Source: an optimization exercise on an open RTL-to-GDS flow (aim: small area, a short achievable clock period and few clock cycles per item). Production flows keep margins and buffers that such runs may drop.
Only simulation tests tie the RTL to the original design; equivalence was not proved.

job 101:
## rtpmix_slot
module rtpmix_slot (
    input  wire         clk,
    input  wire         rst,           
    input  wire         in_valid,
    output wire         in_ready,
    input  wire [7:0]   in_mask,       
    input  wire [127:0] in_samples,    
    output wire         out_valid,
    input  wire         out_ready,
    output wire         out_present,
    output wire [15:0]  out_data
);
    reg [127:0] rs;
    reg [7:0]   rm;
    always @(posedge clk) begin
        rs <= in_samples;
        rm <= in_mask;
    end
    wire [15:0] lane0 = rs[ 15:  0] & {16{rm[0]}};
    wire [15:0] lane1 = rs[ 31: 16] & {16{rm[1]}};
    wire [15:0] lane2 = rs[ 47: 32] & {16{rm[2]}};
    wire [15:0] lane3 = rs[ 63: 48] & {16{rm[3]}};
    wire [15:0] lane4 = rs[ 79: 64] & {16{rm[4]}};
    wire [15:0] lane5 = rs[ 95: 80] & {16{rm[5]}};
    wire [15:0] lane6 = rs[111: 96] & {16{rm[6]}};
    wire [15:0] lane7 = rs[127:112] & {16{rm[7]}};
    wire m1_t = lane0[15] ^ lane1[15];
    wire n1 = lane1[0] ^ 1'b0;
    wire n2 = lane1[1] & ~lane1[0];
    wire n3 = lane1[1] ^ m1_t;
    wire n4 = (n1 & lane0[0]) ^ n3;
    wire n5 = ((n1 & lane0[1]) | (n2 & lane0[0])) ^ n3;
  ...
Settings: LEC_CHECK=0, CAP_MARGIN=20, CORE_MARGIN=2, CORE_UTILIZATION=65, PLACE_DENSITY=0.75, SLEW_MARGIN=20, SYNTH_HIERARCHICAL=1, SYNTH_MINIMUM_KEEP_SIZE=0; clock period 400.0 ns.
run.sh (not shown) runs the stock make flow with config.mk's settings and CLKGATE_MAP_FILE= SYNTH_SCRIPT=/design/flow/synth_recipe.tcl, a recipe that flattens the netlist after the stock synthesis.
Job 101 did not stop at any stage, and its layout met the timing, DRC and antenna checks.
Testbench counts of job 101, summed over its fixed seeds: cycles 32,024, items 32,000.
### job 101 -> job 102
Settings: setting ABC_AREA to 1 for the first time.
==> flow/flow/run.sh (new file) <==
#!/bin/bash
# The standard layout, with plain buffers (instead of the automatically
# chosen delay buffer) on the input and output ports.
set -euo pipefail
bash standard.sh "BUFFER_PORTS_ARGS=-buffer_cell sky130_fd_sc_hd__buf_2" finish > standard_flow.log 2>&1
==> flow/standard.sh (new file) <==
#!/bin/bash
# synth_recipe.tcl (not shown) runs the flow's synth.tcl, then flattens the netlist and writes it again
# the make line also repeats each setting of config.mk as NAME=value (left out here)
make -C /OpenROAD-flow-scripts/flow DESIGN_CONFIG=/design/flow/config.mk WORK_HOME=/design/flow/orfs CLKGATE_MAP_FILE= SYNTH_SCRIPT=/design/flow/synth_recipe.tcl "${@:-finish}"
removed: flow/run.sh
--- outcome ---
Comparing job 102 and job 101, routed via count divided by cell count is higher on job 101. Total number of multi-input combinational cells of job 102 falls short of that of job 101 by more than 10%. The higher multi-input gate share of the layout cell area of job 102 and job 101 is in job 101. Diff job 101..job 102 | worst hold slack | negligible. Comparing job 102 and job 101, the higher highest clock rate is on job 101.

========
== JK ==
rtpmix_slot, a different RTL version from the one above (not shown whole).
Size: ~5700 cells after synthesis, ~290 flip-flops, ~160 I/O pins, roughly 54000 um2 of cells after synthesis.
// rtpmix_slot
module rtpmix_slot (
    input  wire         clk,
    input  wire         rst,           
    input  wire         in_valid,
    output wire         in_ready,
    input  wire [7:0]   in_mask,       
    input  wire [127:0] in_samples,    
    output wire         out_valid,
    input  wire         out_ready,
    output wire         out_present,
    output wire [15:0]  out_data
);
Settings: LEC_CHECK=0, ABC_AREA=1, CAP_MARGIN=20, CORE_MARGIN=2, CORE_UTILIZATION=65, PLACE_DENSITY=0.75, SLEW_MARGIN=20, SYNTH_HIERARCHICAL=1, SYNTH_MINIMUM_KEEP_SIZE=0; clock period 400.0 ns.
standard.sh (not shown) runs the stock make flow with config.mk's settings and CLKGATE_MAP_FILE= SYNTH_SCRIPT=/design/flow/synth_recipe.tcl, a recipe that flattens the netlist after the stock synthesis.
==> flow/flow/run.sh <==
#!/bin/bash
# The standard layout, with plain buffers (instead of the automatically
# chosen delay buffer) on the input and output ports.
set -euo pipefail
bash standard.sh "BUFFER_PORTS_ARGS=-buffer_cell sky130_fd_sc_hd__buf_2" finish > standard_flow.log 2>&1
JK reached the end of the flow, and the finished layout is clean on the timing, DRC and antenna checks.
Testbench counts of JK, summed over its fixed seeds: cycles 32,024, items 32,000.
What MS does differently from JK at the input level:
==> flow/run.sh (new file) <==
#!/bin/bash
# synth_recipe.tcl (not shown) runs the flow's synth.tcl, then flattens the netlist and writes it again
# the make line also repeats each setting of config.mk as NAME=value (left out here)
make -C /OpenROAD-flow-scripts/flow DESIGN_CONFIG=/design/flow/config.mk WORK_HOME=/design/flow/orfs CLKGATE_MAP_FILE= SYNTH_SCRIPT=/design/flow/synth_recipe.tcl finish
removed: flow/flow/run.sh
removed: flow/standard.sh
## What came out
- Lower worst-margin pin slew goes to MS over JK.
- Diff JK..MS | die area | unchanged
- Looking at hold slack across both flows, MS is the weaker of the two, with JK ahead.

what the ideal ports hide:
How much do the figures lean on ideal ports? The routed layouts below were timed once more, with nothing changed but the port constraints. Step 1 sets driving cells, clkbuf_16 on the clock port and buf_2 on the other inputs (assumed; they add their load-dependent delay and slew). Step 2 adds t to the input delays and takes it off the output delays; t is the mean of the earliest and latest rising clock arrival at the registers after step 1. Input paths then give back, and output paths get back, about the clock's delay inside the block. Three values: ideal, step 1, step 2; two values: the first two.
run	t (ns)	setup slack, ns	hold slack, ns	worst register clock-pin slew, ns
job 101	0.672	318.277 / 318.322 / 317.649	0.400 / 0.400 / 0.400	0.07 / 0.07
job 102	0.706	318.023 / 318.072 / 317.367	0.402 / 0.402 / 0.402	0.07 / 0.07
JK	0.665	318.909 / 318.839 / 318.606	0.404 / 0.404 / 0.404	0.08 / 0.08
MS	0.682	318.488 / 318.417 / 318.554	0.401 / 0.401 / 0.401	0.08 / 0.08
After both steps every run listed still meets setup and hold. The setup slack of job 102, which loses most, moves by +0.049 ns with the drivers and by -0.656 ns with both steps.
